From an optimization exercise on the open Yosys and OpenROAD flow, aimed at small area; shortcuts taken in it are not production practice. Only simulation tests tie the RTL to the original design; equivalence was not proved. Power and IR drop assume default switching activity.

<file path="design/flow/design.v">
module rdm630_core (
    input  wire         clk,
    input  wire         rst,         
    input  wire         rx_valid,
    input  wire [7:0]   rx_data,
    output wire         rx_ready,
    input  wire         eval,
    output wire         res_valid,
    output wire [1:0]   res,
    output wire         fvalid,
    output wire [111:0] frame,
    output wire         xst,
    output wire [39:0]  card,
    output wire [7:0]   csum,
    output wire [7:0]   p6
);
    localparam integer BUF_CAP   = 16;
    localparam integer CW        = 5;
    localparam integer FRAME_LEN = 14;
    localparam [7:0] START_B = 8'h02;
    localparam [7:0] END_B   = 8'h03;
    localparam [1:0] RES_INCOMPLETE = 2'd0;
    localparam [1:0] RES_VALID      = 2'd1;
    localparam [1:0] RES_MALFORMED  = 2'd2;
    localparam [1:0] RES_OVERRUN    = 2'd3;
    reg [CW-1:0] cursor;
    reg          in_frame;
    reg [7:0]    buf_q   [0:BUF_CAP-1];
    reg [7:0]    frame_q [0:FRAME_LEN-1];
    reg          fvalid_q;
    assign rx_ready = (cursor < BUF_CAP) && !rst;
    wire rx_fire  = rx_valid && rx_ready;
    wire is_start = (rx_data == START_B);
    wire is_end   = (rx_data == END_B);
    reg [CW-1:0] cursor_rx;
    reg          in_frame_rx;
    reg [7:0]    buf_rx [0:BUF_CAP-1];
    integer      i;
    always @* begin
        cursor_rx   = cursor;
        in_frame_rx = in_frame;
        for (i = 0; i < BUF_CAP; i = i + 1)
            buf_rx[i] = buf_q[i];
        if (rx_fire) begin
            if (in_frame) begin
                buf_rx[cursor] = rx_data;
                cursor_rx      = cursor + 1'b1;
                if (is_end)
                    in_frame_rx = 1'b0;
            end
            if (is_start) begin
                buf_rx[0]   = START_B;
                cursor_rx   = 1;
                in_frame_rx = 1'b1;
            end
        end
    end
    wire do_eval = eval && !rst;
    reg frame_ok;
    always @* begin
        frame_ok = (buf_rx[0] == START_B) && (buf_rx[FRAME_LEN-1] == END_B);
        for (i = 1; i <= 12; i = i + 1)
            if (!(((buf_rx[i] >= 8'h30) && (buf_rx[i] <= 8'h39)) ||
                  ((buf_rx[i] >= 8'h41) && (buf_rx[i] <= 8'h46))))
                frame_ok = 1'b0;
    end
    wire len_over = (cursor_rx > FRAME_LEN);
    wire len_full = (cursor_rx == FRAME_LEN);
    assign res_valid = do_eval;
    assign res = len_over ? RES_OVERRUN :
                 len_full ? (frame_ok ? RES_VALID : RES_MALFORMED) :
                            RES_INCOMPLETE;
    always @(posedge clk) begin
        if (rst) begin
            cursor   <= {CW{1'b0}};
            in_frame <= 1'b0;
            fvalid_q <= 1'b0;
        end else begin
            cursor   <= cursor_rx;
            in_frame <= in_frame_rx;
            if (do_eval) begin
                if (len_over) begin
                    cursor   <= {CW{1'b0}};
                    fvalid_q <= 1'b0;
                end else if (len_full) begin
                    cursor   <= {CW{1'b0}};
                    fvalid_q <= frame_ok;
                end
            end
        end
    end
    always @(posedge clk) begin
        if (!rst) begin
            for (i = 0; i < BUF_CAP; i = i + 1)
                buf_q[i] <= buf_rx[i];
            if (do_eval && len_full)
                for (i = 0; i < FRAME_LEN; i = i + 1)
                    frame_q[i] <= buf_rx[i];
        end
    end
    assign fvalid = fvalid_q;
    assign xst    = !fvalid_q;
    genvar g;
    generate
        for (g = 0; g < FRAME_LEN; g = g + 1) begin : g_frame
            assign frame[111-8*g -: 8] = frame_q[g];
        end
    endgenerate
    wire [3:0] nib [1:12];
    generate
        for (g = 1; g <= 12; g = g + 1) begin : g_nib
            assign nib[g] = (frame_q[g] <= 8'h39) ? frame_q[g][3:0]
                                                  : frame_q[g][3:0] + 4'd9;
        end
    endgenerate
    wire [7:0] pair [0:5];
    generate
        for (g = 0; g < 6; g = g + 1) begin : g_pair
            assign pair[g] = {nib[1+2*g], nib[2+2*g]};
        end
        for (g = 0; g < 5; g = g + 1) begin : g_card
            assign card[39-8*g -: 8] = pair[g];
        end
    endgenerate
    assign csum = pair[0] ^ pair[1] ^ pair[2] ^ pair[3] ^ pair[4];
    assign p6   = pair[5];
endmodule
</file>
<file path="design/flow/run.sh">
#!/bin/bash
# synth_recipe.tcl (not shown) runs the flow's synth.tcl, then flattens the netlist and writes it again
# the make line also repeats each setting of config.mk as NAME=value (left out here)
make -C /OpenROAD-flow-scripts/flow DESIGN_CONFIG=/design/flow/config.mk WORK_HOME=/design/flow/orfs CLKGATE_MAP_FILE= SYNTH_SCRIPT=/design/flow/synth_recipe.tcl finish
</file>
<file path="design/flow/config.mk">
export PLATFORM = sky130hd
export DESIGN_NAME = rdm630_core
export DESIGN_NICKNAME = rdm630_core
export VERILOG_FILES = /design/flow/design.v
export SDC_FILE = /design/flow/constraint.sdc
export NUM_CORES = 4
export LEC_CHECK = 0
export CAP_MARGIN = 20
export CORE_MARGIN = 2
export CORE_UTILIZATION = 40
export SLEW_MARGIN = 20
</file>
<file path="design/flow/constraint.sdc">
create_clock -name core_clock -period 10.0 [get_ports {clk}]
set_input_delay 2.0000 -clock core_clock [delete_from_list [all_inputs] [get_ports {clk}]]
set_output_delay 2.0000 -clock core_clock [all_outputs]
set_load 0.01 [all_outputs]
</file>
==> flow_metrics.py, run 1 <==
metrics = {
    "yosys": {
        "synthFlopType": "edfxtp_1",
        "synth_seq_cells": 231,
        "synth_edf_count": 224,
        "synthMuxAreaShare": 0.0939,
        "yosys.area_share.adder": 0.0433,
        "synth_fp_nets": 990,
        "yosys.area_share.simple": 0.116,
        "ys_warn_count": 4,
        "syn_inst": 938,
        "synthXorXnorAreaFrac": 0.0569,
        "syn_area_sq_um": 11800,
        "ys_types": 65,
        "synth_top_family_by_area": "simple AND/OR/NAND/NOR gates",
        "synth-async-reset-ratio": 0,
        "yosysSeqAreaShare": 0.583,
        "synth_compound_area_frac": 0.0820,
        "avgSynthCellArea_sq_um": 12.6,
    },
    "setup_path": {
        "r2r_end": "fvalid_q$_SDFFE_PP0P_",
        "crit_path_end": "res[1]",
        "crit_family": "simple AND/OR/NAND/NOR gates",
        "critPathSlowestCell": "nor2_1",
        "r2r_cells": 10,
        "critical_path.startpoint": "rst",
        "cp_num_buf_inv": 2,
        "crit_chain": "clkdlybuf4s50_1 > and4bb_2 > o21ai_0 > nor2_1 > o21ai_0 > or4_1 > or4_1 > nor4_1 > a21oi_1 > clkdlybuf4s50_1",
        "startpoint_type": "primary input",
        "worstPathMaxFanout": 14,
        "reg2reg_slack_ps": 5530,
        "crit_type": "primary input to output port",
        "crit_cells": 10,
        "required_ps": 8000,
        "timing.rr.start": "cursor[0]$_SDFF_PP0_",
        "arrival_ps": 6890,
        "cpPeakStageDelay_ps": 790,
        "cp-end-kind": "output port",
    },
    "detailed_routing": {
        "wl_per_cell_microns": 19.6,
        "ant_nets": 0,
        "dr.first_iter.drc_count": 721,
        "route.vias.total": 8177,
        "drt_pass1_iterations": 5,
        "drt_wl_total_microns": 29900,
        "route.detailed.drc": 0,
        "vias_per_cell": 5.36,
    },
    "sta": {
        "fmax_mhz": 112,
        "finalSetupTns_ps": 0,
        "setup_viol": 0,
        "maxSlewViolCount": 0,
        "skew_ps": 11.9,
        "relSlewSlack": 0.256,
        "rsz0062_at_grt": "no",
        "fin_crit_ps": 8890,
        "period_share": 0.889,
        "tightest_slew_ps": 1110,
        "hold_violations": 0,
        "holdWs_ps": 496,
    },
    "die": {
        "initial_core_util": 0.408,
        "rows": 62,
        "core_sq_um": 28900,
        "boundaryPins": 186,
        "die-width_microns": 176,
        "die_h_microns": 176,
        "dieArea_sq_um": 30900,
    },
    "clock_network": {
        "insertion_delay_ps": 510,
        "ctsHoldBuffers": 0,
        "cts_tree": "yes",
        "cts_setup_buffers": 0,
        "cts-root-buf": "clkbuf_16",
        "cts.sinks": 231,
        "ctsHtreeMaxLevel": 1,
        "cts_resized": 0,
        "numCtsBuffers": 25,
        "clockBufferDepth": 3,
        "clkTransAtPathRegs_ps": 60,
    },
    "min_path": {
        "hold_path_class": "register to register",
    },
    "finish": {
        "fin_area_sq_um": 14900,
        "num-fill-cells": 2546,
        "diodes": 0,
        "multiInputGateArea_sq_um": 4640,
        "seqCellArea_sq_um": 6870,
        "nets": 1176,
        "drive_gt1_frac": 0.129,
        "areaGrowthSynthToFinish_pct": 26.3,
    },
    "placement": {
        "dpl-instance-area_sq_um": 14100,
        "dp_hpwl_microns": 21500,
        "port_buffers": 185,
        "gp_congestion": 0.932,
    },
    "global_route": {
        "gr-usage-all-layers": 0.190,
        "antenna_found_initial": 0,
        "grt_pass1_wl_microns": 45900,
        "overflow": 0,
        "grt_max_degree": 69,
        "grt_pass1_vias": 7916,
    },
    "pwr": {
        "ir_drop_mv": 0.0902,
        "power_density_nw_per_um2": 142,
        "p_leak_nw": 5.32,
        "finalPower_mw": 2.11,
    },
    "job": {
        "maxCapViolCount": 0,
    },
    "outcome": {
        "status": "timing/DRC/antenna clean",
    },
}
-- synthesized netlist by cell type, drive strengths merged (8+ instances only) --
cell / n / share of area
nor2: 63 / 0.020
mux2i: 15 / 0.013
a21oi: 20 / 0.0085
xnor2: 47 / 0.035
clkbuf: 36 / 0.011
inv: 36 / 0.011
a211oi: 8 / 0.0051
nor3: 21 / 0.0089
nand4: 8 / 0.0042
nand2b: 11 / 0.0058
mux2: 85 / 0.081
o21ai: 42 / 0.018
nand2: 114 / 0.036
ha: 40 / 0.042
edfxtp: 224 / 0.57
and3: 10 / 0.0053
nand3: 24 / 0.010
o2111ai: 12 / 0.0089
nor4: 12 / 0.0064
-- report_power, final --
group          total, mW  internal [mW]  switching (mW)
combinational     0.0983         0.0354          0.0629
sequential          1.11           1.09          0.0180
clock              0.902          0.539           0.363
-- through the flow --
| stage | setup slack [ps] | util | cells |
|---|---|---|---|
| finish | 1110 | 0.516 | 1525 |
| global placement | 1320 | 0.489 | 1481 |
| global route | 915 | 0.516 | 1525 |
| floorplan | 3010 | - | 938 |
| detailed placement | 1200 | 0.489 | 1481 |
| CTS | 1170 | 0.516 | 1525 |
-- cells by family (layout without fill, tap and decap cells) --
family                     Yosys count  in the layout
DFF                                231            231
adders and majority gates           41             41
AOI/OAI and AO/OA                  138            138
and+or+nand+nor                    290            290
xor gates and xnor gates            60             60
muxes                              100            100
buffers and inverters               78            281
-- metal layers --
layer  part of all wire  global-route usage
met1               0.45               0.273
met2               0.47               0.306
met3              0.060              0.0305
met4              0.018              0.0375
met5                  0                   0
-- worst min-delay path by stage --
stage,startpoint,to,slack (ps),cells after the start
3_5_place_dp,fvalid_q$_SDFFE_PP0P_,fvalid_q$_SDFFE_PP0P_,470,2
3_3_place_gp,fvalid_q$_SDFFE_PP0P_,fvalid_q$_SDFFE_PP0P_,480,2
5_1_grt,fvalid_q$_SDFFE_PP0P_,fvalid_q$_SDFFE_PP0P_,520,2
4_1_cts,fvalid_q$_SDFFE_PP0P_,fvalid_q$_SDFFE_PP0P_,490,2
2_1_floorplan,in_frame$_SDFFE_PP0P_,in_frame$_SDFFE_PP0P_,480,2
6_report,fvalid_q$_SDFFE_PP0P_,fvalid_q$_SDFFE_PP0P_,500,2
-- placed cells by master, fill, tap and decap left out, types with 10 or more instances in the layout --
master,n
nor2_1,63
nor4_1,10
ha_1,40
and3_1,10
xnor2_1,47
edfxtp_1,224
clkbuf_16,25
a21oi_1,20
nand2b_1,11
mux2_2,85
o21ai_0,42
clkdlybuf4s50_1,185
buf_4,16
o2111ai_1,12
nand2_1,114
clkbuf_1,10
inv_1,35
mux2i_1,15
nand3_1,24
nor3_1,21
-- worst register-to-register path: cells and delay by family, from the launching register on --
family	cells	cell delay (ps)
compound gates	3	610
fa+ha+maj	1	410
buf+inv	1	110
flops	1	410
simple gates	5	2870
-- sequential cells by signal, summed over array words and instances, names as in the netlist --
signal	count
buf_q	112
frame_q	112
cursor	5
in_frame	1
fvalid_q	1
-- final cells by class --
class	instances	area share
clock inverters	9	0.00857
flip-flops and latches	231	0.461
inverters	36	0.00924
repair buffers	201	0.132
clock buffers	35	0.0445
multi-input cells	629	0.312
well taps	384	0.0323
==> run 2, diff against run 1 <==
==> design/flow/design.v (replaced) <==
module rdm630_core (
    input  wire         clk,
    input  wire         rst,         
    input  wire         rx_valid,
    input  wire [7:0]   rx_data,
    output wire         rx_ready,
    input  wire         eval,
    output wire         res_valid,
    output wire [1:0]   res,
    output wire         fvalid,
    output wire [111:0] frame,
    output wire         xst,
    output wire [39:0]  card,
    output wire [7:0]   csum,
    output wire [7:0]   p6
);
    localparam integer FRAME_LEN = 14;
    reg [4:0]   cursor;                  
    reg         in_frame;
    reg         pfx_ok;                  
    reg [111:0] sr;                      
    reg [111:0] frame_q;                 
    reg         fvalid_q;
    assign rx_ready = ~cursor[4] & ~rst;
    wire rx_fire  = rx_valid & rx_ready;
    wire is_start = (rx_data == 8'h02);
    wire is_end   = (rx_data == 8'h03);
    wire is_hex   = ((rx_data[7:4] == 4'h3) & (rx_data[3:0] <= 4'h9)) |
                    ((rx_data[7:4] == 4'h4) & (rx_data[3:0] >= 4'h1) &
                                              (rx_data[3:0] <= 4'h6));
    wire start  = rx_fire & is_start;
    wire append = rx_fire & in_frame & ~is_start;
    wire take   = start | append;        
    wire at13 = (cursor == 5'd13);
    wire at14 = (cursor == 5'd14);
    wire ge14 = (cursor[4] | (cursor[3:1] == 3'b111));
    wire ge15 = (cursor[4] | (cursor[3:0] == 4'hF));
    wire [4:0] cursor_rx   = start ? 5'd1 : append ? cursor + 5'd1 : cursor;
    wire       in_frame_rx = start | (in_frame & ~(rx_fire & is_end));
    wire       ok_rx       = start | (pfx_ok & ~(append & ~(at13 ? is_end : is_hex)));
    wire [111:0] sr_rx = take ? {sr[103:0], rx_data} : sr;
    wire do_eval = eval & ~rst;
    wire len_full = ~start & (append ? at13 : at14);
    wire len_over = ~start & (append ? ge14 : ge15);
    assign res_valid = do_eval;
    assign res = {len_over | (len_full & ~ok_rx), len_over | (len_full & ok_rx)};
    wire clr = do_eval & (len_full | len_over);
    always @(posedge clk) begin
        if (rst) begin
            cursor   <= 5'd0;
            in_frame <= 1'b0;
            fvalid_q <= 1'b0;
        end else begin
            cursor   <= clr ? 5'd0 : cursor_rx;
            in_frame <= in_frame_rx;
            if (clr)
                fvalid_q <= len_full & ok_rx;
        end
    end
    always @(posedge clk) begin
        if (clr)
            pfx_ok <= 1'b0;
        else
            pfx_ok <= ok_rx;
    end
    always @(posedge clk) begin
        sr <= sr_rx;
        if (do_eval & len_full)
            frame_q <= sr_rx;
    end
    assign fvalid = fvalid_q;
    assign xst    = ~fvalid_q;
    assign frame  = frame_q;
    function [3:0] hexval;
        input [7:0] c;
        begin
            hexval[3] = c[6] | c[3];
            hexval[2] = c[2] | (c[6] & c[1] & c[0]);
            hexval[1] = c[1] ^ (c[6] & c[0]);
            hexval[0] = c[0] ^ c[6];
        end
    endfunction
    wire [7:0] pair [0:5];
    genvar g;
    generate
        for (g = 0; g < 6; g = g + 1) begin : g_pair
            assign pair[g] = {hexval(frame_q[111-8*(1+2*g) -: 8]),
                              hexval(frame_q[111-8*(2+2*g) -: 8])};
        end
        for (g = 0; g < 5; g = g + 1) begin : g_card
            assign card[39-8*g -: 8] = pair[g];
        end
    endgenerate
    assign csum = pair[0] ^ pair[1] ^ pair[2] ^ pair[3] ^ pair[4];
    assign p6   = pair[5];
endmodule
==> design/flow/flow/run.sh (new file) <==
#!/bin/bash
# Standard ORFS layout, with the port buffers made from the smallest buffer
# cell instead of the one buffer_ports picks by default.
set -euo pipefail
bash standard.sh "BUFFER_PORTS_ARGS=-buffer_cell sky130_fd_sc_hd__buf_1" finish > flow_orfs.log 2>&1
==> design/flow/standard.sh (new file) <==
#!/bin/bash
# synth_recipe.tcl (not shown) runs the flow's synth.tcl, then flattens the netlist and writes it again
# the make line also repeats each setting of config.mk as NAME=value (left out here)
make -C /OpenROAD-flow-scripts/flow DESIGN_CONFIG=/design/flow/config.mk WORK_HOME=/design/flow/orfs CLKGATE_MAP_FILE= SYNTH_SCRIPT=/design/flow/synth_recipe.tcl "${@:-finish}"
--- a/design/flow/config.mk
+++ b/design/flow/config.mk
@@ -10,2 +10,3 @@
 export CORE_UTILIZATION = 40
+export CTS_BUF_LIST = sky130_fd_sc_hd__clkbuf_4 sky130_fd_sc_hd__clkbuf_8
 export SLEW_MARGIN = 20
removed: design/flow/run.sh
==> run 2 against run 1 <==
Net effect: area after synthesis is 28% lower; sequential power down 11%; utilization is 2.7 points lower; cell count fell by 33%; clock power is 5.7% lower; largest cell class unchanged; largest power group unchanged.
==> flow_metrics.py, run 2 <==
metrics = {
    "die": {
        "dieArea_sq_um": 22400,
        "rows": 53,
        "die-width_microns": 150,
        "boundaryPins": 186,
        "die_h_microns": 150,
        "core_sq_um": 20900,
        "initial_core_util": 0.406,
    },
    "global_route": {
        "overflow": 0,
        "antenna_found_initial": 0,
        "grt_max_degree": 71,
        "grt_pass1_wl_microns": 25500,
        "grt_pass1_vias": 5001,
        "gr-usage-all-layers": 0.146,
    },
    "detailed_routing": {
        "ant_nets": 0,
        "route.vias.total": 4898,
        "wl_per_cell_microns": 16.7,
        "drt_wl_total_microns": 17000,
        "route.detailed.drc": 0,
        "drt_pass1_iterations": 4,
        "vias_per_cell": 4.81,
        "dr.first_iter.drc_count": 257,
    },
    "pwr": {
        "power_density_nw_per_um2": 181,
        "ir_drop_mv": 0.119,
        "finalPower_mw": 1.85,
        "p_leak_nw": 3.88,
    },
    "setup_path": {
        "critical_path.startpoint": "rx_data[3]",
        "cp-end-kind": "output port",
        "required_ps": 8000,
        "arrival_ps": 3650,
        "worstPathMaxFanout": 7,
        "startpoint_type": "primary input",
        "crit_type": "primary input to output port",
        "timing.rr.start": "cursor[4]$_SDFFE_PP0P_",
    },
    "yosys": {
        "synth_seq_cells": 232,
        "syn_inst": 500,
        "syn_area_sq_um": 8480,
        "ys_types": 47,
        "synth_edf_count": 112,
        "synth_fp_nets": 527,
        "yosysSeqAreaShare": 0.680,
        "synth-async-reset-ratio": 0,
        "synth_most_common_cell": "dfxtp_1",
        "synth_top_area_frac": 0.397,
        "synth_area_leaders": "edfxtp_1 (40%), dfxtp_1 (28%), mux2_2 (12%)",
        "yosysTopAreaCell": "edfxtp_1",
        "ys_warn_count": 1,
        "avgSynthCellArea_sq_um": 17.0,
        "yosys-top-cells-count": "dfxtp_1 (120), edfxtp_1 (112), mux2_2 (93)",
        "synthFlopType": "dfxtp_1",
    },
    "clock_network": {
        "cts_setup_buffers": 0,
        "cts.sinks": 232,
        "clkTransAtPathRegs_ps": 60,
        "ctsHoldBuffers": 0,
        "cts_resized": 0,
        "insertion_delay_ps": 520,
        "cts_tree": "yes",
        "cts-root-buf": "clkbuf_8",
        "ctsHtreeMaxLevel": 2,
        "clockBufferDepth": 3,
        "numCtsBuffers": 38,
    },
    "finish": {
        "fin_area_sq_um": 10200,
        "final_common_cell": "buf_1",
        "nets": 741,
        "multiInputGateArea_sq_um": 2540,
        "diodes": 0,
        "drive_gt1_frac": 0.269,
        "top_regs": "frame_q: 112 flops, sr: 112 flops, cursor: 5 flops",
        "num-fill-cells": 1829,
        "seqCellArea_sq_um": 5770,
        "areaGrowthSynthToFinish_pct": 20.4,
        "layout_common_cells": "buf_1 (185), dfxtp_1 (120), edfxtp_1 (112)",
    },
    "sta": {
        "holdWs_ps": 456,
        "finalSetupTns_ps": 0,
        "relSlewSlack": 0.372,
        "fmax_mhz": 177,
        "tightest_slew_ps": 942,
        "fin_ws_ps": 4350,
        "period_share": 0.565,
        "setup_viol": 0,
        "rsz0062_at_grt": "no",
        "maxSlewViolCount": 0,
        "hold_violations": 0,
        "fin_crit_ps": 5650,
        "skew_ps": 16.5,
    },
    "min_path": {
        "hp-start": "sr[107]$_DFF_P_",
        "hold_path_class": "register to register",
    },
    "placement": {
        "gp_congestion": 0.948,
        "dp_hpwl_microns": 11800,
        "port_buffers": 185,
        "dp_slack_ps": 4400,
        "dpl-instance-area_sq_um": 9390,
    },
    "outcome": {
        "status": "timing/DRC/antenna clean",
    },
    "job": {
        "maxCapViolCount": 0,
    },
}
run 2: cell count changes in the layout (fill, tap and decap cells not counted), moves of 28 or more:
cell and change:
nor2_1 -59, inv_1 -28, buf_1 +185, xnor2_1 -34, dfxtp_1 +113, edfxtp_1 -112, clkbuf_8 +43, o21ai_0 -37
nand2_1 -110, clkdlybuf4s50_1 -185
run 2: final cells by class:
| type | instances | area share |
|---|---|---|
| Sequential cell | 232 | 0.565 |
| Multi-Input combinational cell | 247 | 0.249 |
| Timing Repair Buffer | 188 | 0.0702 |
| Clock buffer | 53 | 0.0653 |
| Tap cell | 275 | 0.0337 |
| Clock inverter | 17 | 0.0142 |
| Inverter | 7 | 0.00257 |
run 2: cells by family (layout without fill, tap and decap cells):
logic type | after synthesis | after routing | share of synthesized area
buffers and inverters | 21 | 265 | 0.0218
adder cells (fa/ha/maj) | 15 | 15 | 0.0221
flip-flops | 232 | 232 | 0.680
multiplexers | 113 | 113 | 0.150
AO/OA/AOI/OAI | 36 | 36 | 0.0354
XOR/XNOR | 39 | 39 | 0.0539
AND/OR/NAND/NOR | 44 | 44 | 0.0367
run 2: worst paths after layout:
path	end	slack, ps	depth (start not counted)
max	res[0]	4350	7
min	sr[107]$_DFF_P_	460	1
max reg2reg	frame_q[10]$_DFFE_PP_	7030	5
min reg2reg	sr[107]$_DFF_P_	460	1
run 2: critical path: stages:
cell	delay, ps
buf_1	150
nor4_4	510
a21oi_2	200
o221a_4	310
a31o_2	230
o21ai_0	80
buf_1	170
run 2: per-stage QoR:
step	utilization	instances
floorplan	-	500
global placement	0.450	949
detailed placement	0.450	949
CTS	0.489	1019
global route	0.489	1019
finish	0.489	1019
run 2: power by group:
part / internal (mW) / leakage, nW / switching, mW
sequential: 0.989 / 2.03 / 0.000916
combinational: 0.00428 / 1.42 / 0.00764
clock: 0.490 / 0.434 / 0.361
total: 1.48 / 3.88 / 0.370
run 2: metal layers:
| layer | vias up | global-route usage | share of wire |
|---|---|---|---|
| met2 | 167 | 0.262 | 0.52 |
| met4 | 0 | 0.0505 | 0.015 |
| li1 | 2308 | - | - |
| met1 | 2399 | 0.164 | 0.39 |
| met5 | - | 0 | 0 |
| met3 | 24 | 0.0463 | 0.075 |
==> run 3, diff against run 2 <==
==> design/flow/run.sh (new file) <==
#!/bin/bash
# synth_recipe.tcl (not shown) runs the flow's synth.tcl, then flattens the netlist and writes it again
# the make line also repeats each setting of config.mk as NAME=value (left out here)
make -C /OpenROAD-flow-scripts/flow DESIGN_CONFIG=/design/flow/config.mk WORK_HOME=/design/flow/orfs CLKGATE_MAP_FILE= SYNTH_SCRIPT=/design/flow/synth_recipe.tcl finish
--- a/design/flow/config.mk
+++ b/design/flow/config.mk
@@ -10,3 +10,2 @@
 export CORE_UTILIZATION = 40
-export CTS_BUF_LIST = sky130_fd_sc_hd__clkbuf_4 sky130_fd_sc_hd__clkbuf_8
 export SLEW_MARGIN = 20
removed: design/flow/flow/run.sh
removed: design/flow/standard.sh
==> run 3 against run 2 <==
Net effect: largest power group unchanged; first-iteration DRC count is 34% lower; flip-flop and latch count stayed put; sequential share of layout area is 5.6 points lower; non-clock buffer count stayed put; still clean on timing, DRC and antenna; utilization is 5.3 points higher; global-route usage is 0.48 points higher; count of clock-buffer cells in the layout is 15 lower; hold slack better by 0.84 ps; critical endpoint unchanged; critical path depth stayed put; setup slack worse by 800 ps; synthesized cell count stayed put; final area is 11% higher.
==> flow_metrics.py, run 3 <==
metrics = {
    "outcome": {
        "status": "timing/DRC/antenna clean",
    },
    "global_route": {
        "grt_pass1_vias": 5021,
        "overflow": 0,
        "grt_pass1_wl_microns": 26600,
        "gr-usage-all-layers": 0.151,
        "grt_max_degree": 77,
        "antenna_found_initial": 0,
    },
    "setup_path": {
        "required_ps": 8000,
        "crit_type": "primary input to output port",
        "arrival_ps": 4450,
        "startpoint_type": "primary input",
        "worstPathMaxFanout": 9,
        "reg2reg_slack_ps": 6930,
        "crit_chain": "clkdlybuf4s50_1 > nand4bb_4 > or2_2 > o221a_4 > a31o_2 > o21ai_0 > clkdlybuf4s50_1",
        "timing.rr.start": "cursor[1]$_SDFFE_PP0P_",
        "r2r_end": "frame_q[26]$_DFFE_PP_",
        "r2r_cells": 8,
        "cpPeakStageDelay_ps": 570,
        "cp-end-kind": "output port",
        "critPathSlowestCell": "clkdlybuf4s50_1",
        "cpMostUsedCell": "clkdlybuf4s50_1",
    },
    "clock_network": {
        "cts_tree": "yes",
        "insertion_delay_ps": 500,
        "cts_setup_buffers": 0,
        "numCtsBuffers": 24,
        "cts_resized": 0,
        "ctsHtreeMaxLevel": 1,
        "cts-root-buf": "clkbuf_16",
        "ctsHoldBuffers": 0,
        "clockBufferDepth": 3,
        "cts.sinks": 232,
        "clkTransAtPathRegs_ps": 60,
    },
    "die": {
        "core_sq_um": 20900,
        "die_h_microns": 150,
        "initial_core_util": 0.406,
        "die-width_microns": 150,
        "boundaryPins": 186,
        "rows": 53,
        "dieArea_sq_um": 22400,
    },
    "placement": {
        "dp_hpwl_microns": 12200,
        "gp_congestion": 0.906,
        "dp.cells": 949,
        "port_buffers": 185,
    },
    "sta": {
        "finalSetupTns_ps": 0,
        "fin_crit_ps": 6450,
        "maxSlewViolCount": 0,
        "relSlewSlack": 0.321,
        "period_share": 0.645,
        "fmax_mhz": 155,
        "tightest_slew_ps": 1020,
        "hold_violations": 0,
        "skew_ps": 16.1,
        "setup_viol": 0,
        "rsz0062_at_grt": "no",
    },
    "detailed_routing": {
        "drt_pass1_iterations": 4,
        "wl_per_cell_microns": 17.3,
        "wl_met3_microns": 1170,
        "route.detailed.drc": 0,
        "route.vias.total": 4767,
        "routed-wl-met2_microns": 8870,
        "dr.first_iter.drc_count": 170,
        "ant_nets": 0,
        "met1_length_microns": 6900,
        "vias_per_cell": 4.80,
        "highest_layer": "met4",
        "drt_wl_total_microns": 17200,
    },
    "yosys": {
        "syn_inst": 500,
        "yosysTopAreaCell": "edfxtp_1",
        "yosysSeqAreaShare": 0.680,
        "ys_warn_count": 1,
        "synth-async-reset-ratio": 0,
        "yosys-top-cells-count": "dfxtp_1 (120), edfxtp_1 (112), mux2_2 (93)",
        "synth_fp_nets": 527,
        "synth_most_common_cell": "dfxtp_1",
        "syn_area_sq_um": 8480,
        "synth_seq_cells": 232,
        "synth_edf_count": 112,
        "synthFlopType": "dfxtp_1",
        "synth_area_leaders": "edfxtp_1 (40%), dfxtp_1 (28%), mux2_2 (12%)",
        "ys_types": 47,
        "avgSynthCellArea_sq_um": 17.0,
        "synth_top_area_frac": 0.397,
    },
    "finish": {
        "layout_common_cells": "clkdlybuf4s50_1 (185), dfxtp_1 (120), edfxtp_1 (112)",
        "nets": 727,
        "drive_gt1_frac": 0.234,
        "diodes": 0,
        "top_regs": "frame_q: 112 flops, sr: 112 flops, cursor: 5 flops",
        "areaGrowthSynthToFinish_pct": 33.5,
        "final_util": 0.542,
        "final_common_cell": "clkdlybuf4s50_1",
        "fin_cells": 993,
    },
    "min_path": {
        "hp-start": "sr[106]$_DFF_P_",
        "holdPathStages": 1,
        "hold_path_class": "register to register",
        "holdPathEnd": "sr[106]$_DFF_P_",
    },
    "pwr": {
        "power_density_nw_per_um2": 164,
        "ir_drop_mv": 0.147,
        "p_leak_nw": 4.31,
        "finalPower_mw": 1.85,
    },
    "job": {
        "maxCapViolCount": 0,
    },
}
==> run 3: cell counts after synthesis <==
No cell type changed its count.
==> run 3: final cells by class <==
cell class              instances  area (sq um)
fillers                      1734          9570
flip-flops and latches        232          5770
inverters                       7          26.3
repair buffers                188          1870
multi-input cells             247          2540
clock inverters                 6          65.1
well taps                     275           344
clock buffers                  38           703
==> run 3: cells by family (layout without fill, tap and decap cells) <==
kind of cell | after synthesis | in the layout | synth area share
DFF | 232 | 232 | 0.680
muxes | 113 | 113 | 0.150
and+or+nand+nor | 44 | 44 | 0.0367
AOI/OAI and AO/OA | 36 | 36 | 0.0354
xor gates and xnor gates | 39 | 39 | 0.0539
adders and majority gates | 15 | 15 | 0.0221
buffers and inverters | 21 | 239 | 0.0218
==> run 3: where the power goes <==
part / total [mW] / internal, mW / switching (mW)
clock: 0.846 / 0.508 / 0.339
sequential: 0.989 / 0.988 / 0.00101
combinational: 0.0154 / 0.00767 / 0.00775
total: 1.85 / 1.50 / 0.347
==> run 3: how the worst max path moves through the flow <==
| stage | startpoint | end | slack (ps) | depth (start not counted) |
|---|---|---|---|---|
| 2_1_floorplan | rst | frame_q[0]$_DFFE_PP_ | 2080 | 5 |
| 3_3_place_gp | rst | res[1] | 3640 | 7 |
| 3_5_place_dp | rst | res[0] | 3580 | 7 |
| 4_1_cts | rst | res[0] | 3570 | 7 |
| 5_1_grt | rx_data[3] | res[0] | 3450 | 7 |
| 6_report | rst | res[0] | 3550 | 7 |
==> run 3: worst max-delay path: cells and delay by family <==
family	cells	cell delay (ps)
compound gates	3	600
simple gates	2	720
buf+inv	2	1140
==> run 3: stage by stage <==
step / cell area [sq um] / hold slack (ps) / setup WS [ps]
final: 11300 / 457 / 3550
after global placement: 10600 / 441 / 3640
after detailed placement: 10600 / 449 / 3580
after CTS: 11300 / 465 / 3570
after global routing: 11300 / 487 / 3450
after floorplan: 8480 / 429 / 2080
==> run 3: metal layers <==
layer	global-route usage	up-vias
met1	0.177	2348
met5	0	-
met3	0.0384	25
met4	0.0367	0
met2	0.276	135
li1	-	2259
==> run 4, diff against run 3 <==
==> design/flow/flow/run.sh (new file) <==
#!/bin/bash
# Standard ORFS layout, except:
#  * the port buffers are made from the smallest buffer cell instead of the
#    one buffer_ports picks by default;
#  * clock tree synthesis clusters more sinks per leaf buffer and adds no
#    dummy loads.
set -euo pipefail
bash standard.sh \
  "BUFFER_PORTS_ARGS=-buffer_cell sky130_fd_sc_hd__buf_1" \
  "CTS_ARGS=-sink_clustering_enable -repair_clock_nets -dont_use_dummy_load -sink_clustering_size 20 -sink_clustering_max_diameter 60 -buf_list {sky130_fd_sc_hd__clkbuf_4 sky130_fd_sc_hd__clkbuf_8}" \
  finish > flow_orfs.log 2>&1
==> design/flow/standard.sh (new file) <==
#!/bin/bash
# synth_recipe.tcl (not shown) runs the flow's synth.tcl, then flattens the netlist and writes it again
# the make line also repeats each setting of config.mk as NAME=value (left out here)
make -C /OpenROAD-flow-scripts/flow DESIGN_CONFIG=/design/flow/config.mk WORK_HOME=/design/flow/orfs CLKGATE_MAP_FILE= SYNTH_SCRIPT=/design/flow/synth_recipe.tcl "${@:-finish}"
--- a/design/flow/config.mk
+++ b/design/flow/config.mk
@@ -7,5 +7,6 @@
 export LEC_CHECK = 0
+export ABC_AREA = 1
 export CAP_MARGIN = 20
 export CORE_MARGIN = 2
-export CORE_UTILIZATION = 40
+export CORE_UTILIZATION = 65
 export SLEW_MARGIN = 20
removed: design/flow/run.sh
==> run 4 against run 3 <==
Net effect: register-to-register slack improved by 100 ps; count of clock-buffer cells in the layout down 23; first-iteration DRC count grew 89%; clock skew is 11 ps higher; highest routed layer unchanged; global-route usage rose by 7.8 points; via count up 16%; maximum frequency up 22%.
==> flow_metrics.py, run 4 <==
metrics = {
    "yosys": {
        "avgSynthCellArea_sq_um": 11.7,
        "ys_warn_count": 1,
        "syn_inst": 742,
        "synth_area_leaders": "edfxtp_1 (39%), dfxtp_1 (28%), a21oi_2 (5.2%)",
        "yosysTopAreaCell": "edfxtp_1",
        "synth_fp_nets": 769,
        "synth_edf_count": 112,
        "synth_most_common_cell": "dfxtp_1",
        "yosysSeqAreaShare": 0.663,
        "synth-async-reset-ratio": 0,
        "syn_area_sq_um": 8690,
        "synth_seq_cells": 232,
        "yosys-top-cells-count": "dfxtp_1 (120), edfxtp_1 (112), inv_1 (97)",
        "synthFlopType": "dfxtp_1",
        "synth_top_area_frac": 0.387,
        "ys_types": 32,
    },
    "die": {
        "initial_core_util": 0.661,
        "die-width_microns": 120,
        "boundaryPins": 186,
        "die_h_microns": 120,
        "core_sq_um": 13100,
        "rows": 42,
        "dieArea_sq_um": 14300,
    },
    "sta": {
        "fin_ws_ps": 4700,
        "setup_viol": 0,
        "hold_violations": 0,
        "finalSetupTns_ps": 0,
        "period_share": 0.530,
        "relSlewSlack": 0.327,
        "tightest_slew_ps": 1010,
        "fin_crit_ps": 5300,
        "fmax_mhz": 189,
        "holdWs_ps": 458,
        "skew_ps": 26.8,
        "maxSlewViolCount": 0,
        "rsz0062_at_grt": "no",
    },
    "setup_path": {
        "worstPathMaxFanout": 7,
        "required_ps": 8000,
        "critical_path.startpoint": "rst",
        "timing.rr.start": "cursor[4]$_SDFFE_PP0P_",
        "arrival_ps": 3300,
        "cp-end-kind": "output port",
        "startpoint_type": "primary input",
        "crit_type": "primary input to output port",
    },
    "pwr": {
        "finalPower_mw": 1.53,
        "power_density_nw_per_um2": 159,
        "cell_internal_pwr_mw": 1.21,
        "p_comb_frac": 0.051,
        "p_leak_nw": 3.74,
        "p_seq_frac": 0.693,
        "pwr-share-clk": 0.255,
        "ir_drop_mv": 0.126,
        "switching_share": 0.210,
        "p_sw_uw": 321,
    },
    "finish": {
        "final_common_cell": "buf_1",
        "fin_cells": 1097,
        "fin_area_sq_um": 9620,
        "final_util": 0.732,
        "diodes": 0,
        "layout_common_cells": "buf_1 (185), dfxtp_1 (120), edfxtp_1 (112)",
        "drive_gt1_frac": 0.112,
        "areaGrowthSynthToFinish_pct": 10.7,
        "top_regs": "frame_q: 112 flops, sr: 112 flops, cursor: 5 flops",
        "nets": 950,
        "num-fill-cells": 955,
    },
    "outcome": {
        "status": "timing/DRC/antenna clean",
    },
    "detailed_routing": {
        "drt_pass1_iterations": 4,
        "route.detailed.drc": 0,
        "vias_per_cell": 5.05,
        "route.vias.total": 5542,
        "wl_per_cell_microns": 15.1,
        "ant_nets": 0,
        "dr.first_iter.drc_count": 321,
        "drt_wl_total_microns": 16600,
    },
    "placement": {
        "port_buffers": 185,
        "dp_hpwl_microns": 12000,
        "dp.cells": 1082,
        "dp_slack_ps": 4720,
        "dpl-instance-area_sq_um": 9420,
        "gp_congestion": 0.836,
    },
    "global_route": {
        "grt_pass1_wl_microns": 26300,
        "antenna_found_initial": 0,
        "overflow": 0,
        "grt_pass1_vias": 5475,
        "gr-usage-all-layers": 0.230,
        "grt_max_degree": 134,
    },
    "clock_network": {
        "numCtsBuffers": 15,
        "ctsHtreeMaxLevel": 1,
        "insertion_delay_ps": 480,
        "cts.sinks": 232,
        "cts_tree": "yes",
        "clkTransAtPathRegs_ps": 120,
        "ctsHoldBuffers": 0,
        "cts_resized": 0,
        "clockBufferDepth": 3,
        "cts-root-buf": "clkbuf_8",
        "cts_setup_buffers": 0,
    },
    "job": {
        "maxCapViolCount": 0,
    },
    "min_path": {
        "hold_path_class": "register to register",
        "hp-start": "sr[4]$_DFF_P_",
    },
}
[run 4: changes by cell type in the layout (fill, tap and decap cells not counted), sizes merged, moves of 6 or more]
cell	previous run	this run
buf	3	188
clkdlybuf4s50	185	0
nand2	5	93
inv	7	100
nand3	5	12
mux2	113	1
o21ai	5	61
nor2	5	77
xor2	18	24
clkbuf	38	15
a21oi	6	58
[run 4: routing by layer]
layer  vias up  wire (microns)  GRT usage  part of all wire
met1      2569            7020      0.290              0.42
li1       2780               -          -                 -
met5         -               0          0                 0
met2       176            8330      0.419              0.50
met3        17            1010     0.0394             0.061
met4         0             237     0.0441             0.014
[run 4: final cells by class]
| cell class | instances | area, sq um | area share |
|---|---|---|---|
| repair buffers | 188 | 717 | 0.0745 |
| flip-flops and latches | 232 | 5770 | 0.599 |
| inverters | 100 | 378 | 0.0393 |
| clock buffers | 15 | 206 | 0.0215 |
| multi-input cells | 386 | 2340 | 0.243 |
| well taps | 176 | 220 | 0.0229 |
[run 4: kinds of logic (layout without fill, tap and decap cells)]
logic type / after synthesis / after routing / share of synthesized area
AO/OA/AOI/OAI: 132 / 132 / 0.104
XOR/XNOR: 42 / 42 / 0.0423
adder cells (fa/ha/maj): 15 / 15 / 0.0216
buffers and inverters: 124 / 303 / 0.0690
flip-flops: 232 / 232 / 0.663
multiplexers: 1 / 1 / 0.00130
AND/OR/NAND/NOR: 196 / 196 / 0.0988
[run 4: worst max-delay path: stages]
cell and delay [ps]:
buf_1 190, nor2_4 160, nand2_4 100, nor2_8 130, inv_2 80, nand2_1 70
nand3_1 170, o21ai_0 220, buf_1 170
[run 4: power groups by stage]
stage	Sequential [mW]	Combinational (mW)	Clock [mW]
after floorplan	1.08	0.0619	0
after global placement	1.08	0.0726	0
after detailed placement	1.08	0.0785	0
after CTS	1.06	0.0787	0.405
after global routing	1.07	0.0903	0.435
final	1.06	0.0784	0.391
[run 4: path summary, 6_finish.rpt]
kind / end / slack [ps] / cells after the start
max: res[0] / 4700 / 9
min: sr[12]$_DFF_P_ / 460 / 2
max reg2reg: frame_q[7]$_DFFE_PP_ / 7030 / 7
min reg2reg: sr[12]$_DFF_P_ / 460 / 2
==> run 5, diff against run 4 <==
--- a/design/flow/flow/run.sh
+++ b/design/flow/flow/run.sh
@@ -9,3 +9,3 @@
   "BUFFER_PORTS_ARGS=-buffer_cell sky130_fd_sc_hd__buf_1" \
-  "CTS_ARGS=-sink_clustering_enable -repair_clock_nets -dont_use_dummy_load -sink_clustering_size 20 -sink_clustering_max_diameter 60 -buf_list {sky130_fd_sc_hd__clkbuf_4 sky130_fd_sc_hd__clkbuf_8}" \
+  "CTS_ARGS=-sink_clustering_enable -repair_clock_nets -dont_use_dummy_load -sink_clustering_size 30 -sink_clustering_max_diameter 80 -buf_list {sky130_fd_sc_hd__clkbuf_8 sky130_fd_sc_hd__clkbuf_16}" \
   finish > flow_orfs.log 2>&1
==> run 5 against run 4 <==
Net effect: wire length down 0.24%; combinational power rose by 0.5%; hold slack improved by 14 ps; clock power rose by 17%; register-to-register slack gained 30 ps; still clean; first-iteration DRC count decreased by 1.6%; largest power group unchanged; sequential share of layout area down 0.43 points; flip-flop and latch count stayed put; count of clock-buffer cells in the layout fell by 4; non-clock buffer count stayed put; maximum frequency is 0.12% lower; critical path type unchanged; largest cell class unchanged.
==> flow_metrics.py, run 5 <==
metrics = {
    "detailed_routing": {
        "vias_per_cell": 5.12,
        "dr.first_iter.drc_count": 316,
        "route.vias.total": 5591,
        "route.detailed.drc": 0,
        "ant_nets": 0,
        "wl_per_cell_microns": 15.1,
        "drt_pass1_iterations": 5,
        "drt_wl_total_microns": 16600,
    },
    "clock_network": {
        "ctsHtreeMaxLevel": 1,
        "clkTransAtPathRegs_ps": 100,
        "ctsHoldBuffers": 0,
        "cts_setup_buffers": 0,
        "cts-root-buf": "clkbuf_16",
        "numCtsBuffers": 11,
        "cts_tree": "yes",
        "cts_resized": 0,
        "cts.sinks": 232,
        "clockBufferDepth": 3,
        "insertion_delay_ps": 460,
    },
    "sta": {
        "hold_violations": 0,
        "fmax_mhz": 189,
        "finalSetupTns_ps": 0,
        "period_share": 0.530,
        "fin_crit_ps": 5300,
        "fin_ws_ps": 4700,
        "skew_ps": 22.1,
        "relSlewSlack": 0.328,
        "tightest_slew_ps": 1010,
        "maxSlewViolCount": 0,
        "rsz0062_at_grt": "no",
        "setup_viol": 0,
    },
    "yosys": {
        "syn_inst": 742,
        "syn_area_sq_um": 8690,
        "synth_top_area_frac": 0.387,
        "yosysTopAreaCell": "edfxtp_1",
        "synth_seq_cells": 232,
        "synth_area_leaders": "edfxtp_1 (39%), dfxtp_1 (28%), a21oi_2 (5.2%)",
        "synth_most_common_cell": "dfxtp_1",
        "synth_fp_nets": 769,
        "ys_warn_count": 1,
        "synth-async-reset-ratio": 0,
        "avgSynthCellArea_sq_um": 11.7,
        "yosysSeqAreaShare": 0.663,
        "synth_edf_count": 112,
        "ys_types": 32,
        "synthFlopType": "dfxtp_1",
        "yosys-top-cells-count": "dfxtp_1 (120), edfxtp_1 (112), inv_1 (97)",
    },
    "finish": {
        "areaGrowthSynthToFinish_pct": 11.5,
        "nets": 946,
        "drive_gt1_frac": 0.108,
        "top_regs": "frame_q: 112 flops, sr: 112 flops, cursor: 5 flops",
        "diodes": 0,
        "layout_common_cells": "buf_1 (185), dfxtp_1 (120), edfxtp_1 (112)",
        "final_common_cell": "buf_1",
        "final_util": 0.738,
    },
    "min_path": {
        "hold_path_class": "register to register",
    },
    "setup_path": {
        "cpMostUsedCell": "buf_1",
        "arrival_ps": 3300,
        "startpoint_type": "primary input",
        "cp-end-kind": "output port",
        "worstPathMaxFanout": 7,
        "required_ps": 8000,
        "crit_type": "primary input to output port",
        "crit_chain": "buf_1 > nor2_4 > nand2_4 > nor2_8 > inv_2 > nand2_1 > nand3_1 > o21ai_0 > buf_1",
        "critPathSlowestCell": "o21ai_0",
        "cpPeakStageDelay_ps": 220,
        "reg2reg_slack_ps": 7060,
    },
    "global_route": {
        "grt_pass1_vias": 5460,
        "antenna_found_initial": 0,
        "grt_pass1_wl_microns": 26400,
        "gr-usage-all-layers": 0.230,
        "grt_max_degree": 134,
        "overflow": 0,
    },
    "die": {
        "die_h_microns": 120,
        "core_sq_um": 13100,
        "rows": 42,
        "initial_core_util": 0.661,
        "dieArea_sq_um": 14300,
        "die-width_microns": 120,
        "boundaryPins": 186,
    },
    "pwr": {
        "ir_drop_mv": 0.153,
        "p_leak_nw": 3.77,
        "power_density_nw_per_um2": 165,
    },
    "job": {
        "maxCapViolCount": 0,
    },
    "placement": {
        "dp_slack_ps": 4720,
        "gp_congestion": 0.836,
        "port_buffers": 185,
        "dp_hpwl_microns": 12000,
    },
    "outcome": {
        "status": "timing/DRC/antenna clean",
    },
}
run 5: stage by stage:
stage	hold WS, ps	std cells	power, mW	instance area, sq um
6_report	472	1093	1.60	9690
5_1_grt	484	1093	1.66	9690
4_1_cts	472	1093	1.61	9690
3_5_place_dp	461	1082	1.16	9420
3_3_place_gp	454	1082	1.15	9420
2_1_floorplan	442	742	1.14	8690
run 5: cell families (layout without fill, tap and decap cells):
group / Yosys count / after routing / synth area share
xor gates and xnor gates: 42 / 42 / 0.0423
adders and majority gates: 15 / 15 / 0.0216
muxes: 1 / 1 / 0.00130
DFF: 232 / 232 / 0.663
AOI/OAI and AO/OA: 132 / 132 / 0.104
and+or+nand+nor: 196 / 196 / 0.0988
buffers and inverters: 124 / 299 / 0.0690
run 5: worst max-delay path, delay by kind of cell:
family / cells / cell delay (ps)
buffers and inverters: 3 / 440
and+or+nand+nor: 5 / 640
AOI/OAI and AO/OA: 1 / 220
run 5: path summary, 6_finish.rpt:
check / endpoint / startpoint / cells after the start
worst max-delay path: res[0] / rst / 9
worst min-delay path: sr[108]$_DFF_P_ / sr[100]$_DFF_P_ / 2
worst max register to register: frame_q[7]$_DFFE_PP_ / cursor[4]$_SDFFE_PP0P_ / 7
worst min register to register: sr[108]$_DFF_P_ / sr[100]$_DFF_P_ / 2
run 5: area by class of cell:
cell class / instances / area (sq um)
Clock buffer: 11 / 275
Fill cell: 938 / 3450
Inverter: 100 / 378
Multi-Input combinational cell: 386 / 2340
Sequential cell: 232 / 5770
Tap cell: 176 / 220
Timing Repair Buffer: 188 / 717
run 5: power by group:
part | switching (mW) | leakage, nW | internal (mW) | total [mW]
Combinational | 0.0508 | 1.63 | 0.0280 | 0.0788
Sequential | 0.0170 | 2.01 | 1.04 | 1.06
Clock | 0.258 | 0.136 | 0.199 | 0.457
Total | 0.326 | 3.77 | 1.27 | 1.60
run 5: metal layers:
metal,vias up,wire [microns],global-route usage
met1,2604,6960,0.295
met5,-,0,0
met4,0,271,0.0471
li1,2776,-,-
met3,22,1080,0.0394
met2,189,8250,0.415
==> run 6, diff against run 5 <==
==> design/flow/flow/run.sh (replaced) <==
#!/bin/bash
# Layout flow:
#  1. the standard synthesis, unchanged (standard.sh synth).
#  2. The combinational cells of that netlist are re-mapped for area with
#     Yosys/ABC; every flip-flop instance is kept as it is (same name, same
#     cell, same connections).
#  3. The rest of the standard ORFS flow, except that the port buffers use the
#     smallest buffer cell, and clock tree synthesis clusters more sinks per
#     leaf buffer and adds no dummy loads.
# Each tool's output goes to a log file of its own in this folder.
set -euo pipefail
here=$(pwd)
R=$here/orfs/results/${FLOW_PLATFORM}/rdm630_core/base
LIB=$FLOW_HOME/platforms/${FLOW_PLATFORM}/lib/sky130_fd_sc_hd__tt_025C_1v80.lib

bash standard.sh synth > log_1_synth.log 2>&1

# --- area re-mapping of the combinational logic ---
cp "$R/1_2_yosys.v" "$here/std_synth.v"
python3 flow/mkmap.py "$LIB" > "$here/cellmap.v"
DU=$(sed -n '/^export DONT_USE_CELLS += /,/^$/p' "$FLOW_HOME/platforms/${FLOW_PLATFORM}/config.mk" \
     | tr -s ' \\\t' '\n' | grep '^sky130' | sort -u | sed 's/^/-dont_use /' | tr '\n' ' ')
cat > "$here/remap.ys" <<EOS
read_liberty -lib $LIB
read_verilog $here/std_synth.v
hierarchy -top $FLOW_TOP
techmap -map $here/cellmap.v
techmap
opt -fast -purge
abc -liberty $LIB $DU -script $here/flow/remap.abc
opt_clean -purge
rename -enumerate -pattern rmw_% w:\$*
rename -enumerate -pattern rmc_% c:\$*
stat -liberty $LIB
write_verilog -noattr -nohex -nodec $here/remapped.v
EOS
yosys -s "$here/remap.ys" > log_2_remap.log 2>&1
cp "$here/remapped.v" "$R/1_2_yosys.v"
rm -f "$R/1_synth.odb" "$R/1_synth.sdc"

bash standard.sh \
  "BUFFER_PORTS_ARGS=-buffer_cell sky130_fd_sc_hd__buf_1" \
  "CTS_ARGS=-sink_clustering_enable -repair_clock_nets -dont_use_dummy_load -sink_clustering_size 30 -sink_clustering_max_diameter 40 -buf_list {sky130_fd_sc_hd__clkbuf_16}" \
  finish > log_3_layout.log 2>&1
==> design/flow/flow/mkmap.py (new file) <==
import re,sys
lib=open(sys.argv[1]).read()
out=[]
# split into cells
for m in re.finditer(r'\n\s*cell\s*\(\s*"?(\w+)"?\s*\)\s*\{', lib):
    name=m.group(1)
    start=m.end(); depth=1; i=start
    while depth:
        c=lib[i]
        if c=='{': depth+=1
        elif c=='}': depth-=1
        i+=1
    body=lib[start:i]
    if re.search(r'\b(ff|latch|statetable)\s*\(',body): continue
    pins=[]
    for pm in re.finditer(r'\n\s*pin\s*\(\s*"?(\w+)"?\s*\)\s*\{',body):
        ps=pm.end(); d=1; j=ps
        while d:
            c=body[j]
            if c=='{': d+=1
            elif c=='}': d-=1
            j+=1
        pb=body[ps:j]
        dm=re.search(r'direction\s*:\s*"?(\w+)"?',pb)
        fm=re.search(r'\bfunction\s*:\s*"([^"]*)"',pb)
        pins.append((pm.group(1),dm.group(1) if dm else None,fm.group(1) if fm else None))
    outs=[p for p in pins if p[1]=='output']
    if not outs or any(p[2] is None for p in outs): continue
    ins=[p for p in pins if p[1]=='input']
    lines=[f"module {name}({', '.join(p[0] for p in ins+outs)});"]
    for p in ins: lines.append(f"  input {p[0]};")
    for p in outs:
        f=p[2].replace('!','~').replace('*','&').replace('+','|')
        f=re.sub(r"(\w+)'",r"(~\1)",f)
        assert re.fullmatch(r"[\w\s~&|^()]*",f),(name,f)
        lines.append(f"  output {p[0]};\n  assign {p[0]} = {f};")
    lines.append("endmodule")
    out.append("\n".join(lines))
print("\n".join(out))
==> design/flow/flow/remap.abc (new file) <==
strash
&get -n
&deepsyn -T 30
&dch -f
&nf
&put
--- a/design/flow/config.mk
+++ b/design/flow/config.mk
@@ -7,6 +7,5 @@
 export LEC_CHECK = 0
-export ABC_AREA = 1
 export CAP_MARGIN = 20
 export CORE_MARGIN = 2
-export CORE_UTILIZATION = 65
+export CORE_UTILIZATION = 75
 export SLEW_MARGIN = 20
==> run 6 against run 5 <==
Net effect: total power grew 5.8%; area after synthesis shrank 7.3%; utilization grew 18 points; critical path type unchanged; largest cell class unchanged.
==> flow_metrics.py, run 6 <==
metrics = {
    "outcome": {
        "status": "timing/DRC/antenna clean",
    },
    "die": {
        "die-width_microns": 108,
        "initial_core_util": 0.777,
        "core_sq_um": 10400,
        "boundaryPins": 186,
        "die_h_microns": 108,
        "rows": 37,
        "dieArea_sq_um": 11600,
    },
    "placement": {
        "port_buffers": 185,
        "dp.cells": 811,
        "gp_congestion": 0.888,
        "dp_hpwl_microns": 11000,
    },
    "yosys": {
        "syn_area_sq_um": 8060,
        "synth_fp_nets": 500,
        "syn_inst": 488,
        "avgSynthCellArea_sq_um": 16.5,
        "ys_warn_count": 1,
    },
    "sta": {
        "tightest_slew_ps": 1100,
        "fin_crit_ps": 6070,
        "relSlewSlack": 0.265,
        "period_share": 0.607,
        "skew_ps": 29.7,
        "holdWs_ps": 460,
        "maxSlewViolCount": 0,
        "finalSetupTns_ps": 0,
        "hold_violations": 0,
        "rsz0062_at_grt": "no",
        "setup_viol": 0,
        "fmax_mhz": 165,
    },
    "min_path": {
        "hold_path_class": "register to register",
    },
    "global_route": {
        "gr-usage-all-layers": 0.315,
        "grt_pass1_vias": 4980,
        "overflow": 0,
        "antenna_found_initial": 0,
        "grt_pass1_wl_microns": 27600,
        "grt_max_degree": 85,
    },
    "pwr": {
        "pwr-share-clk": 0.408,
        "ir_drop_mv": 0.132,
        "p_leak_nw": 3.64,
        "cell_internal_pwr_mw": 1.38,
        "p_seq_frac": 0.586,
        "switching_share": 0.185,
        "power_density_nw_per_um2": 178,
        "p_sw_uw": 312,
        "p_comb_frac": 0.006,
    },
    "setup_path": {
        "startpoint_type": "primary input",
        "required_ps": 8000,
        "cp-end-kind": "output port",
        "arrival_ps": 4070,
        "worstPathMaxFanout": 7,
        "crit_type": "primary input to output port",
    },
    "finish": {
        "final_common_cell": "buf_1",
        "num-fill-cells": 355,
        "fin_cells": 833,
        "multiInputGateArea_sq_um": 2290,
        "drive_gt1_frac": 0.0387,
        "layout_common_cells": "buf_1 (185), dfxtp_1 (120), edfxtp_1 (112), mux2_1 (112), xnor2_1 (35)",
        "diodes": 0,
        "areaGrowthSynthToFinish_pct": 18.0,
        "top_regs": "frame_q: 112 flops, sr: 112 flops, cursor: 5 flops",
        "seqCellArea_sq_um": 5770,
        "nets": 711,
    },
    "clock_network": {
        "numCtsBuffers": 22,
        "cts.sinks": 232,
        "clockBufferDepth": 3,
        "clkTransAtPathRegs_ps": 50,
        "insertion_delay_ps": 490,
        "cts_tree": "yes",
        "ctsHoldBuffers": 0,
        "cts_setup_buffers": 0,
        "cts_resized": 0,
        "ctsHtreeMaxLevel": 1,
        "cts-root-buf": "clkbuf_16",
    },
    "job": {
        "maxCapViolCount": 0,
    },
    "detailed_routing": {
        "routed-wl-met2_microns": 9340,
        "ant_nets": 0,
        "dr.first_iter.drc_count": 484,
        "vias_per_cell": 5.95,
        "wl_per_cell_microns": 22.1,
        "route.vias.total": 4958,
        "wl_met3_microns": 1370,
        "drt_pass1_iterations": 5,
        "drt_wl_total_microns": 18400,
        "met1_length_microns": 6990,
        "route.detailed.drc": 0,
        "highest_layer": "met4",
    },
}
==> run 6: power by group through the flow <==
stage / clock network [mW] / logic [mW] / registers [mW]
after floorplan: 0 / 0.00448 / 1.01
after global placement: 0 / 0.00811 / 1.01
after detailed placement: 0 / 0.00871 / 1.01
after CTS: 0.695 / 0.00976 / 0.990
after global routing: 0.730 / 0.0108 / 0.989
final: 0.689 / 0.0103 / 0.990
==> run 6: worst max-delay path, stage by stage <==
cell,delay [ps]
buf_1,170
nor4bb_2,690
a21oi_1,260
o21bai_1,370
nand2_1,170
a21oi_1,230
buf_1,180
==> run 6: layout make-up <==
class / count / share of cell area
Clock buffer: 22 / 0.0579
Inverter: 4 / 0.00184
Multi-Input combinational cell: 252 / 0.241
Sequential cell: 232 / 0.607
Tap cell: 136 / 0.0179
Timing Repair Buffer: 187 / 0.0747
==> run 6: final timing paths <==
kind              cells past startpoint  slack [ps]              startpoint               endpoint
hold / removal                        1         460         sr[105]$_DFF_P_        sr[105]$_DFF_P_
setup / recovery                      7        3930                     rst                 res[1]
setup reg to reg                      6        6340  cursor[4]$_SDFFE_PP0P_  frame_q[33]$_DFFE_PP_
hold reg to reg                       1         460         sr[105]$_DFF_P_        sr[105]$_DFF_P_
==> run 6: through the flow <==
stage	utilization	area (sq um)	setup slack, ps	total power [mW]
4_1_cts	0.916	9500	3700	1.69
2_1_floorplan	-	8060	3700	1.01
3_3_place_gp	0.863	8950	4400	1.02
5_1_grt	0.916	9500	3840	1.73
3_5_place_dp	0.863	8950	4120	1.02
6_report	0.916	9500	3930	1.69
==> run 6: layer usage <==
| layer | GRT usage | up-vias |
|---|---|---|
| li1 | - | 2210 |
| met2 | 0.545 | 268 |
| met4 | 0.125 | 0 |
| met5 | 0 | - |
| met3 | 0.0636 | 67 |
| met1 | 0.392 | 2413 |
==> run 7, diff against run 6 <==
--- a/design/flow/flow/run.sh
+++ b/design/flow/flow/run.sh
@@ -42,3 +42,3 @@
   "BUFFER_PORTS_ARGS=-buffer_cell sky130_fd_sc_hd__buf_1" \
-  "CTS_ARGS=-sink_clustering_enable -repair_clock_nets -dont_use_dummy_load -sink_clustering_size 30 -sink_clustering_max_diameter 40 -buf_list {sky130_fd_sc_hd__clkbuf_16}" \
+  "CTS_ARGS=-sink_clustering_enable -repair_clock_nets -dont_use_dummy_load -sink_clustering_size 20 -sink_clustering_max_diameter 60 -buf_list {sky130_fd_sc_hd__clkbuf_4 sky130_fd_sc_hd__clkbuf_8}" \
   finish > log_3_layout.log 2>&1
--- a/design/flow/config.mk
+++ b/design/flow/config.mk
@@ -9,3 +9,3 @@
 export CORE_MARGIN = 2
-export CORE_UTILIZATION = 75
+export CORE_UTILIZATION = 65
 export SLEW_MARGIN = 20
==> run 7 against run 6 <==
Net effect: via count is 8.5% lower; still clean on timing, DRC and antenna; cell count rose by 3.0%; global-route usage decreased by 11 points; highest routed layer unchanged; sequential share of layout area grew 2.0 points; critical endpoint unchanged; total power is 18% lower.
==> flow_metrics.py, run 7 <==
metrics = {
    "clock_network": {
        "cts-root-buf": "clkbuf_8",
        "cts_resized": 0,
        "cts_tree": "yes",
        "cts_setup_buffers": 0,
        "ctsHoldBuffers": 0,
        "clockBufferDepth": 3,
        "clkTransAtPathRegs_ps": 110,
        "cts.sinks": 232,
        "numCtsBuffers": 15,
        "insertion_delay_ps": 490,
        "ctsHtreeMaxLevel": 1,
    },
    "sta": {
        "fin_ws_ps": 3940,
        "tightest_slew_ps": 1060,
        "maxSlewViolCount": 0,
        "fin_crit_ps": 6060,
        "hold_violations": 0,
        "relSlewSlack": 0.292,
        "finalSetupTns_ps": 0,
        "period_share": 0.606,
        "setup_viol": 0,
        "skew_ps": 28.5,
        "rsz0062_at_grt": "no",
        "fmax_mhz": 165,
    },
    "finish": {
        "drive_gt1_frac": 0.0275,
        "areaGrowthSynthToFinish_pct": 14.1,
        "layout_common_cells": "buf_1 (185), dfxtp_1 (120), edfxtp_1 (112), mux2_1 (112), xnor2_1 (35)",
        "num-fill-cells": 802,
        "final_common_cell": "buf_1",
        "top_regs": "frame_q: 112 flops, sr: 112 flops, cursor: 5 flops",
        "fin_cells": 858,
        "diodes": 0,
        "nets": 704,
    },
    "setup_path": {
        "timing.rr.start": "cursor[4]$_SDFFE_PP0P_",
        "r2r_end": "frame_q[30]$_DFFE_PP_",
        "startpoint_type": "primary input",
        "cp-end-kind": "output port",
        "r2r_cells": 6,
        "arrival_ps": 4060,
        "reg2reg_slack_ps": 6280,
        "worstPathMaxFanout": 7,
        "crit_type": "primary input to output port",
        "required_ps": 8000,
    },
    "global_route": {
        "antenna_found_initial": 0,
        "grt_max_degree": 87,
        "gr-usage-all-layers": 0.208,
        "overflow": 0,
        "grt_pass1_vias": 4384,
        "grt_pass1_wl_microns": 21500,
    },
    "yosys": {
        "synth_fp_nets": 500,
        "avgSynthCellArea_sq_um": 16.5,
        "ys_warn_count": 1,
        "syn_area_sq_um": 8060,
        "syn_inst": 488,
    },
    "detailed_routing": {
        "vias_per_cell": 5.29,
        "wl_per_cell_microns": 16.5,
        "route.detailed.drc": 0,
        "route.vias.total": 4538,
        "ant_nets": 0,
        "drt_wl_total_microns": 14100,
        "dr.first_iter.drc_count": 244,
        "drt_pass1_iterations": 4,
    },
    "pwr": {
        "power_density_nw_per_um2": 150,
        "ir_drop_mv": 0.185,
        "p_leak_nw": 3.47,
        "finalPower_mw": 1.38,
    },
    "min_path": {
        "hold_path_class": "register to register",
        "hp-start": "sr[93]$_DFF_P_",
        "holdPathStages": 1,
        "holdPathEnd": "sr[101]$_DFF_P_",
    },
    "die": {
        "boundaryPins": 186,
        "die_h_microns": 115,
        "initial_core_util": 0.668,
        "rows": 40,
        "die-width_microns": 115,
        "core_sq_um": 12100,
        "dieArea_sq_um": 13300,
    },
    "placement": {
        "gp_congestion": 0.869,
        "dp_hpwl_microns": 10100,
        "port_buffers": 185,
        "dp.cells": 843,
        "dp_slack_ps": 4040,
    },
    "outcome": {
        "status": "timing/DRC/antenna clean",
    },
    "job": {
        "maxCapViolCount": 0,
    },
}
run 7: metal layers:
layer	vias up	global-route usage	share of wire
li1	2176	-	-
met1	2199	0.268	0.42
met2	140	0.355	0.49
met3	23	0.0517	0.068
met4	0	0.0578	0.022
met5	-	0	0
run 7: area by class of cell:
type                            instances  area, sq um  share of cell area
Tap cell                              168          210              0.0229
Clock buffer                           15          206              0.0224
Inverter                                4         17.5             0.00190
Multi-Input combinational cell        252         2280               0.248
Timing Repair Buffer                  187          713              0.0776
Sequential cell                       232         5770               0.627
run 7: metrics by stage:
stage	cell area [sq um]	hold slack, ps	utilization
finish	9200	465	0.762
global route	9200	490	0.762
floorplan	8060	429	-
detailed placement	8990	445	0.745
global placement	8990	437	0.745
CTS	9190	468	0.762
run 7: worst max-delay path by stage:
| stage | to | start | depth (start not counted) |
|---|---|---|---|
| after CTS | res[1] | rst | 7 |
| after global routing | res[1] | rst | 7 |
| final | res[1] | rst | 7 |
| after floorplan | frame_q[0]$_DFFE_PP_ | rx_data[2] | 5 |
| after global placement | res[0] | rst | 7 |
| after detailed placement | res[1] | rst | 7 |
run 7: report_power, final:
group | switching [mW] | internal [mW]
Sequential | 0.000878 | 0.987
Combinational | 0.00535 | 0.00351
Clock | 0.245 | 0.136
Total | 0.251 | 1.13
run 7: worst max-delay path, stage by stage:
cell and delay (ps):
buf_1 150, nor4bb_1 780, a21oi_1 220, o21bai_1 400
nand2_1 160, a21oi_1 180, buf_1 170

-- what the ideal ports hide --
The results above use ideal ports. As a check the final layouts listed here were re-extracted and re-timed, cells and wires unchanged.
Step 1 (the two cells are an assumption about what drives the block):
set clk [get_ports {clk}]
set_driving_cell -lib_cell sky130_fd_sc_hd__clkbuf_16 $clk
set_driving_cell -lib_cell sky130_fd_sc_hd__buf_2 [delete_from_list [all_inputs] $clk]
Step 2 also shifts input and output timing later by t, the mid clock arrival at the registers, as if the neighbouring blocks saw the same clock.
a / b / c = ideal / step 1 / step 2; a / b = the first two.
run | t (ns) | slack for setup (ns) | worst setup path after step 2 | latest minus earliest clock arrival (ns)
run 1 | 0.550 | 1.107 / 1.086 / 1.086 | input to output | 0.014 / 0.013
run 2 | 0.550 | 4.352 / 4.333 / 4.333 | input to output | 0.020 / 0.019
run 3 | 0.540 | 3.554 / 3.531 / 3.531 | input to output | 0.020 / 0.019
run 4 | 0.499 | 4.702 / 4.681 / 4.681 | input to output | 0.027 / 0.027
run 5 | 0.483 | 4.696 / 4.675 / 4.675 | input to output | 0.024 / 0.024
run 6 | 0.510 | 3.929 / 3.903 / 3.903 | input to output | 0.031 / 0.031
run 7 | 0.506 | 3.938 / 3.918 / 3.918 | input to output | 0.035 / 0.035
After both steps setup and hold are still met in every run listed. The setup slack of run 6, which loses most, moves by -0.026 ns with the drivers and by -0.026 ns with both steps.
